This is an optimization exercise on Yosys and OpenROAD, whose aim is small area and a short achievable clock period, not a production implementation. At most, simulation tests tie the RTL to the original design; equivalence was not proved. Power is estimated from default activity; no workload was simulated.

garnet:
Design r10k_sched, start of the top module:
module r10k_sched (
    input  logic        clk,
    input  logic        rst,           
    input  logic [7:0]  n_insts,       
    output logic [7:0]  prog_addr,     
    input  logic [31:0] prog_data0,    
    input  logic [31:0] prog_data1,    
    output logic [1:0]  status,        
    output logic [15:0] cycle,
    output logic [1:0]  fetch_v,
    output logic [15:0] fetch_idx,
    output logic [1:0]  decode_v,
    output logic [15:0] decode_idx,
    output logic [1:0]  dispatch_v,
    output logic [15:0] dispatch_idx,
    output logic [1:0]  issue_v,
    output logic [15:0] issue_idx,
    output logic [1:0]  execute_v,
    output logic [15:0] execute_idx,
    output logic [1:0]  complete_v,
    output logic [15:0] complete_idx,
    output logic [1:0]  retire_v,
    output logic [15:0] retire_idx
);
For scale: roughly 2500 cells after synthesis, ~430 flip-flops, ~230 I/O pins, ~0.025 mm2 of cells after synthesis.
export LEC_CHECK = 0
export CAP_MARGIN = 20
export CORE_MARGIN = 2
export CORE_UTILIZATION = 40
export CTS_CLUSTER_DIAMETER = 100
export CTS_CLUSTER_SIZE = 20
export SLEW_MARGIN = 20
create_clock -name core_clock -period 11.0 [get_ports {clk}]
standard.sh (not shown) runs the stock make flow with config.mk's settings and CLKGATE_MAP_FILE= SYNTH_SCRIPT=/design/flow/synth_recipe.tcl, a recipe that flattens the netlist after the stock synthesis.
==> flow/flow/run.sh <==
#!/bin/bash
# The standard layout (the standard.sh, standard synthesis unchanged), with two changes to
# how the layout is optimised, not to what it is measured against:
#  - the port buffers are plain buffers (buf_2) instead of the default delay-style cell;
#  - the setup repair aims for more slack than the standard margin, and may change a cell's
#    footprint when it resizes.
# make's full output goes to flow.log here; ORFS's per-step logs stay under orfs/logs.
set -euo pipefail
bash standard.sh "BUFFER_PORTS_ARGS=-buffer_cell sky130_fd_sc_hd__buf_2" \
  SETUP_SLACK_MARGIN=7.3 MATCH_CELL_FOOTPRINT=0 finish > flow.log 2>&1
[inputs] pepper vs garnet
--- a/flow/flow/run.sh
+++ b/flow/flow/run.sh
@@ -8,3 +8,3 @@
 set -euo pipefail
 bash standard.sh "BUFFER_PORTS_ARGS=-buffer_cell sky130_fd_sc_hd__buf_2" \
-  SETUP_SLACK_MARGIN=7.3 MATCH_CELL_FOOTPRINT=0 finish > flow.log 2>&1
+  SETUP_SLACK_MARGIN=7 MATCH_CELL_FOOTPRINT=0 finish > flow.log 2>&1
Results
garnet vs pepper, last element of the critical path: cycle_r[13] vs cycle_r[12]. Taking garnet as the reference, in pepper hold slack up 0.0094 ns, area of the multi-input gates down about 2%, count of non-filler cells in the finished layout down about 0.8%, insertion delay of the later-clocked pin in the worst-skew pair down 0.02 ns.
No functional check of the RTL was part of any run of this note.

rev 12:
Another version of the RTL of r10k_sched (not shown whole).
Size: ~420 flip-flops, roughly 230 I/O pins, roughly 0.026 mm^2 of cells after synthesis.
==> flow/config.mk <==
export PLATFORM = sky130hd
export DESIGN_NAME = r10k_sched
export DESIGN_NICKNAME = r10k_sched
export VERILOG_FILES = /design/flow/design.v
export SDC_FILE = /design/flow/constraint.sdc
export NUM_CORES = 4
export LEC_CHECK = 0
export CAP_MARGIN = 20
export CORE_MARGIN = 2
export CORE_UTILIZATION = 40
export CTS_CLUSTER_DIAMETER = 100
export CTS_CLUSTER_SIZE = 20
export SLEW_MARGIN = 20
==> flow/constraint.sdc <==
create_clock -name core_clock -period 11.0 [get_ports {clk}]
set_input_delay 2.2000 -clock core_clock [delete_from_list [all_inputs] [get_ports {clk}]]
set_output_delay 2.2000 -clock core_clock [all_outputs]
set_load 0.01 [all_outputs]
==> flow/flow/run.sh <==
#!/bin/bash
# The standard layout (the standard.sh, standard synthesis unchanged), with two changes to
# how the layout is optimised, not to what it is measured against:
#  - the port buffers are plain buffers (buf_2) instead of the default delay-style cell;
#  - the setup repair aims for more slack than the standard margin, and may change a cell's
#    footprint when it resizes.
# make's full output goes to flow.log here; ORFS's per-step logs stay under orfs/logs.
set -euo pipefail
bash standard.sh "BUFFER_PORTS_ARGS=-buffer_cell sky130_fd_sc_hd__buf_2" \
  SETUP_SLACK_MARGIN=7.3 MATCH_CELL_FOOTPRINT=0 finish > flow.log 2>&1
Rev 12: PASS, flow complete, no timing, DRC or antenna violations
> inputs changed (rev 12 -> rev 13)
diff --git a/flow/flow/run.sh b/flow/flow/run.sh
--- a/flow/flow/run.sh
+++ b/flow/flow/run.sh
@@ -8,3 +8,3 @@
 set -euo pipefail
 bash standard.sh "BUFFER_PORTS_ARGS=-buffer_cell sky130_fd_sc_hd__buf_2" \
-  SETUP_SLACK_MARGIN=7.3 MATCH_CELL_FOOTPRINT=0 finish > flow.log 2>&1
+  SETUP_SLACK_MARGIN=7 MATCH_CELL_FOOTPRINT=0 finish > flow.log 2>&1
--- outcome ---
Higher placer congestion estimate goes to rev 13 over rev 12.
Fraction of power spent switching nets is higher on rev 12
Delta (rev 13 minus rev 12): total power went down by 180 uW; sequential share of the synthesized area was more or less identical; wire length on met2 went down by 2.3%.
Count of clock-buffer cells in the layout: rev 12 and rev 13 compared, lower one is rev 13
Rev 12 has a lower detailed-routing iteration count for the pre-antenna-repair pass than rev 13.
Register-to-register slack: rev 13 vs rev 12 down 210 ps
Against rev 12, via count in rev 13 fell slightly.
Cmp rev 13 vs rev 12: cell count lower in rev 13
Function was not checked in any run of this note: the RTL went through the layout flow alone.

Another version of the RTL of r10k_sched (not shown whole).
Size in the first run: ~2500 cells after synthesis, roughly 420 flip-flops, ~230 I/O pins, about 25000 um^2 of cells after synthesis.
// r10k_sched
module r10k_sched (
    input  logic        clk,
    input  logic        rst,           
    input  logic [7:0]  n_insts,       
    output logic [7:0]  prog_addr,     
    input  logic [31:0] prog_data0,    
    input  logic [31:0] prog_data1,    
    output logic [1:0]  status,        
    output logic [15:0] cycle,
    output logic [1:0]  fetch_v,
    output logic [15:0] fetch_idx,
    output logic [1:0]  decode_v,
    output logic [15:0] decode_idx,
    output logic [1:0]  dispatch_v,
    output logic [15:0] dispatch_idx,
    output logic [1:0]  issue_v,
    output logic [15:0] issue_idx,
    output logic [1:0]  execute_v,
    output logic [15:0] execute_idx,
    output logic [1:0]  complete_v,
    output logic [15:0] complete_idx,
    output logic [1:0]  retire_v,
    output logic [15:0] retire_idx
);
Settings: LEC_CHECK=0, CAP_MARGIN=20, CORE_MARGIN=2, CORE_UTILIZATION=40, CTS_CLUSTER_DIAMETER=100, CTS_CLUSTER_SIZE=20, SLEW_MARGIN=20; clock period 11.0 ns.
==> flow/flow/run.sh <==
#!/bin/bash
# The standard layout (the standard.sh, standard synthesis unchanged), with two changes to
# how the layout is optimised, not to what it is measured against:
#  - the port buffers are plain buffers (buf_2) instead of the default delay-style cell;
#  - the setup repair aims for more slack than the standard margin, and may change a cell's
#    footprint when it resizes.
# make's full output goes to flow.log here; ORFS's per-step logs stay under orfs/logs.
set -euo pipefail
bash standard.sh "BUFFER_PORTS_ARGS=-buffer_cell sky130_fd_sc_hd__buf_2" \
  SETUP_SLACK_MARGIN=8 MATCH_CELL_FOOTPRINT=0 finish > flow.log 2>&1
The starting point completed without violations.
Next try:
--- a/flow/flow/run.sh
+++ b/flow/flow/run.sh
@@ -8,3 +8,3 @@
 set -euo pipefail
 bash standard.sh "BUFFER_PORTS_ARGS=-buffer_cell sky130_fd_sc_hd__buf_2" \
-  SETUP_SLACK_MARGIN=8 MATCH_CELL_FOOTPRINT=0 finish > flow.log 2>&1
+  SETUP_SLACK_MARGIN=7 MATCH_CELL_FOOTPRINT=0 finish > flow.log 2>&1
CTS_BUF_LIST = sky130_fd_sc_hd__clkbuf_8 sky130_fd_sc_hd__clkbuf_16   (was unset)
The changed run passed the timing, DRC and antenna checks.
Area after synthesis does not change.
Power is lower by about 13%.
Cell area is lower by 17%.
Die area is unchanged.
Worst setup slack is worse by 31 ps.
Global-route usage is lower by 3.2 points.
Sequential share of layout area is higher by 6.0 points.
Critical path depth does not change.
Synthesized cell count does not change.
Next try:
CORE_UTILIZATION = 50   (was 40)
CTS_BUF_LIST = unset   (was sky130_fd_sc_hd__clkbuf_8 sky130_fd_sc_hd__clkbuf_16)
Setup slack improved by 6.2 ps.
Total power falls by about 2.3%.
Global-route usage rises by 5.8 points.
Final cell count falls by 4.9%.
Hold slack improved by 12 ps.
Next try:
CORE_UTILIZATION = 40   (was 50)
What happened: Routed wire length climbs by 1.4%. Total power came out higher by 2.4%. Via count stays flat. Worst setup slack loses 3.8 ps. Global-route usage drops by 5.8 points. Combinational power barely changes. Sequential power stays flat. Area after synthesis does not change. Die area is higher by 25%.

xenon:
r10k_sched again, from the RTL that the note above started with.
Settings: LEC_CHECK=0, CAP_MARGIN=20, CORE_MARGIN=2, CORE_UTILIZATION=40, CTS_CLUSTER_DIAMETER=100, CTS_CLUSTER_SIZE=20, GPL_TIMING_DRIVEN=1, SLEW_MARGIN=20; clock period 11.0 ns.
==> flow/flow/run.sh <==
#!/bin/bash
# The standard layout (the standard.sh, standard synthesis unchanged), with two changes to
# how the layout is optimised, not to what it is measured against:
#  - the port buffers are plain buffers (buf_2) instead of the default delay-style cell;
#  - the setup repair aims for more slack than the standard margin, and may change a cell's
#    footprint when it resizes.
# make's full output goes to flow.log here; ORFS's per-step logs stay under orfs/logs.
set -euo pipefail
bash standard.sh "BUFFER_PORTS_ARGS=-buffer_cell sky130_fd_sc_hd__buf_2" \
  SETUP_SLACK_MARGIN=7 MATCH_CELL_FOOTPRINT=0 finish > flow.log 2>&1
xenon completed every stage of the flow, and the final layout passed the timing, DRC and antenna checks.
Inputs modified between xenon and lagoon:
--- a/flow/flow/run.sh
+++ b/flow/flow/run.sh
@@ -9,2 +9,2 @@
 bash standard.sh "BUFFER_PORTS_ARGS=-buffer_cell sky130_fd_sc_hd__buf_2" \
-  SETUP_SLACK_MARGIN=7 MATCH_CELL_FOOTPRINT=0 finish > flow.log 2>&1
+  SETUP_SLACK_MARGIN=6.5 MATCH_CELL_FOOTPRINT=0 finish > flow.log 2>&1
--- a/flow/config.mk
+++ b/flow/config.mk
@@ -12,3 +12,2 @@
 export CTS_CLUSTER_SIZE = 20
-export GPL_TIMING_DRIVEN = 1
 export SLEW_MARGIN = 20
==> results.txt <==
- Taking xenon as the reference point, the clock network power share of lagoon falls by 0.9 points.
- Measured against each other, lagoon and xenon differ in worst slew margin relative to its limit, the higher figure coming from lagoon.
- lagoon vs xenon: share of total power in combinational logic down in lagoon
- In the tables for lagoon and xenon, worst setup slack after layout reads lower with lagoon.
- xenon has a higher wire length than lagoon.
Here is what was changed in the inputs of willow compared with lagoon.
--- a/flow/flow/run.sh
+++ b/flow/flow/run.sh
@@ -9,2 +9,2 @@
 bash standard.sh "BUFFER_PORTS_ARGS=-buffer_cell sky130_fd_sc_hd__buf_2" \
-  SETUP_SLACK_MARGIN=6.5 MATCH_CELL_FOOTPRINT=0 finish > flow.log 2>&1
+  SETUP_SLACK_MARGIN=7.5 MATCH_CELL_FOOTPRINT=0 finish > flow.log 2>&1
From lagoon to willow the numbers moved as follows: cell count has increased, global-route usage now larger, setup slack +450 ps. Of willow and lagoon, it is willow that has the higher overall routed net length.
Changes in quartz relative to willow:
==> flow/flow/run.sh <==
#!/bin/bash
# The standard layout (the standard.sh, standard synthesis unchanged), with two changes to
# how the layout is optimised, not to what it is measured against:
#  - the port buffers are plain buffers (buf_1) instead of the default delay-style cell;
#  - the setup repair aims for more slack than the standard margin, and may change a cell's
#    footprint when it resizes.
# make's full output goes to flow.log here; ORFS's per-step logs stay under orfs/logs.
set -euo pipefail
bash standard.sh "BUFFER_PORTS_ARGS=-buffer_cell sky130_fd_sc_hd__buf_1" \
  SETUP_SLACK_MARGIN=7 MATCH_CELL_FOOTPRINT=0 finish > flow.log 2>&1
Notes after the runs:
- Compared with willow, clock-buffer cell count in quartz increased by a few percent.
- Delta (quartz minus willow): design area down 5.5%; final instance count without filler cells shrank by 73; clock skew -5.6 ps.

separate check: timing with driven ports:
In the flow no input, the clock included, has a driving cell. The finished layouts below were timed again as built, in two steps. Step 1 assumes that a clkbuf_16 drives the clock port and a buf_2 every other input. Step 2 also shifts input and output timing later by t, the mid clock arrival at the registers, as if the neighbouring blocks saw the same clock. Slacks: no drivers / after step 1 / after step 2; pairs: no drivers / after step 1.
| run | shift t [ns] | setup slack, ns | worst setup path at the end | clock arrival spread, ns | worst register clock-pin slew, ns |
|---|---|---|---|---|---|
| garnet | 0.667 | 6.939 / 6.947 / 6.280 | input to register | 0.035 / 0.035 | 0.10 / 0.10 |
| pepper | 0.651 | 7.046 / 7.081 / 6.430 | input to register | 0.023 / 0.024 | 0.10 / 0.10 |
| rev 12 | 0.661 | 7.025 / 6.963 / 6.644 | input to register | 0.027 / 0.027 | 0.09 / 0.09 |
| rev 13 | 0.675 | 7.024 / 6.957 / 6.510 | input to register | 0.029 / 0.028 | 0.09 / 0.09 |
| the first run of note 3 | 0.660 | 7.073 / 7.012 / 6.570 | input to register | 0.022 / 0.022 | 0.09 / 0.09 |
| the second run of note 3 | 0.669 | 7.042 / 6.978 / 6.498 | input to register | 0.034 / 0.034 | 0.10 / 0.10 |
| the third run of note 3 | 0.651 | 7.048 / 6.987 / 6.466 | input to register | 0.026 / 0.025 | 0.10 / 0.10 |
| the fourth run of note 3 | 0.669 | 7.044 / 6.980 / 6.511 | input to register | 0.034 / 0.033 | 0.10 / 0.10 |
| xenon | 0.669 | 7.044 / 6.980 / 6.511 | input to register | 0.034 / 0.033 | 0.10 / 0.10 |
| lagoon | 0.643 | 6.584 / 6.584 / 6.121 | input to register | 0.016 / 0.016 | 0.09 / 0.09 |
| willow | 0.686 | 7.037 / 6.976 / 6.635 | input to register | 0.048 / 0.048 | 0.09 / 0.09 |
| quartz | 0.663 | 6.990 / 6.926 / 6.500 | input to register | 0.038 / 0.037 | 0.09 / 0.09 |
After both steps setup and hold are still met in every run listed. For garnet, which loses most, drivers alone change the setup slack by +0.008 ns; drivers and shift together by -0.659 ns.
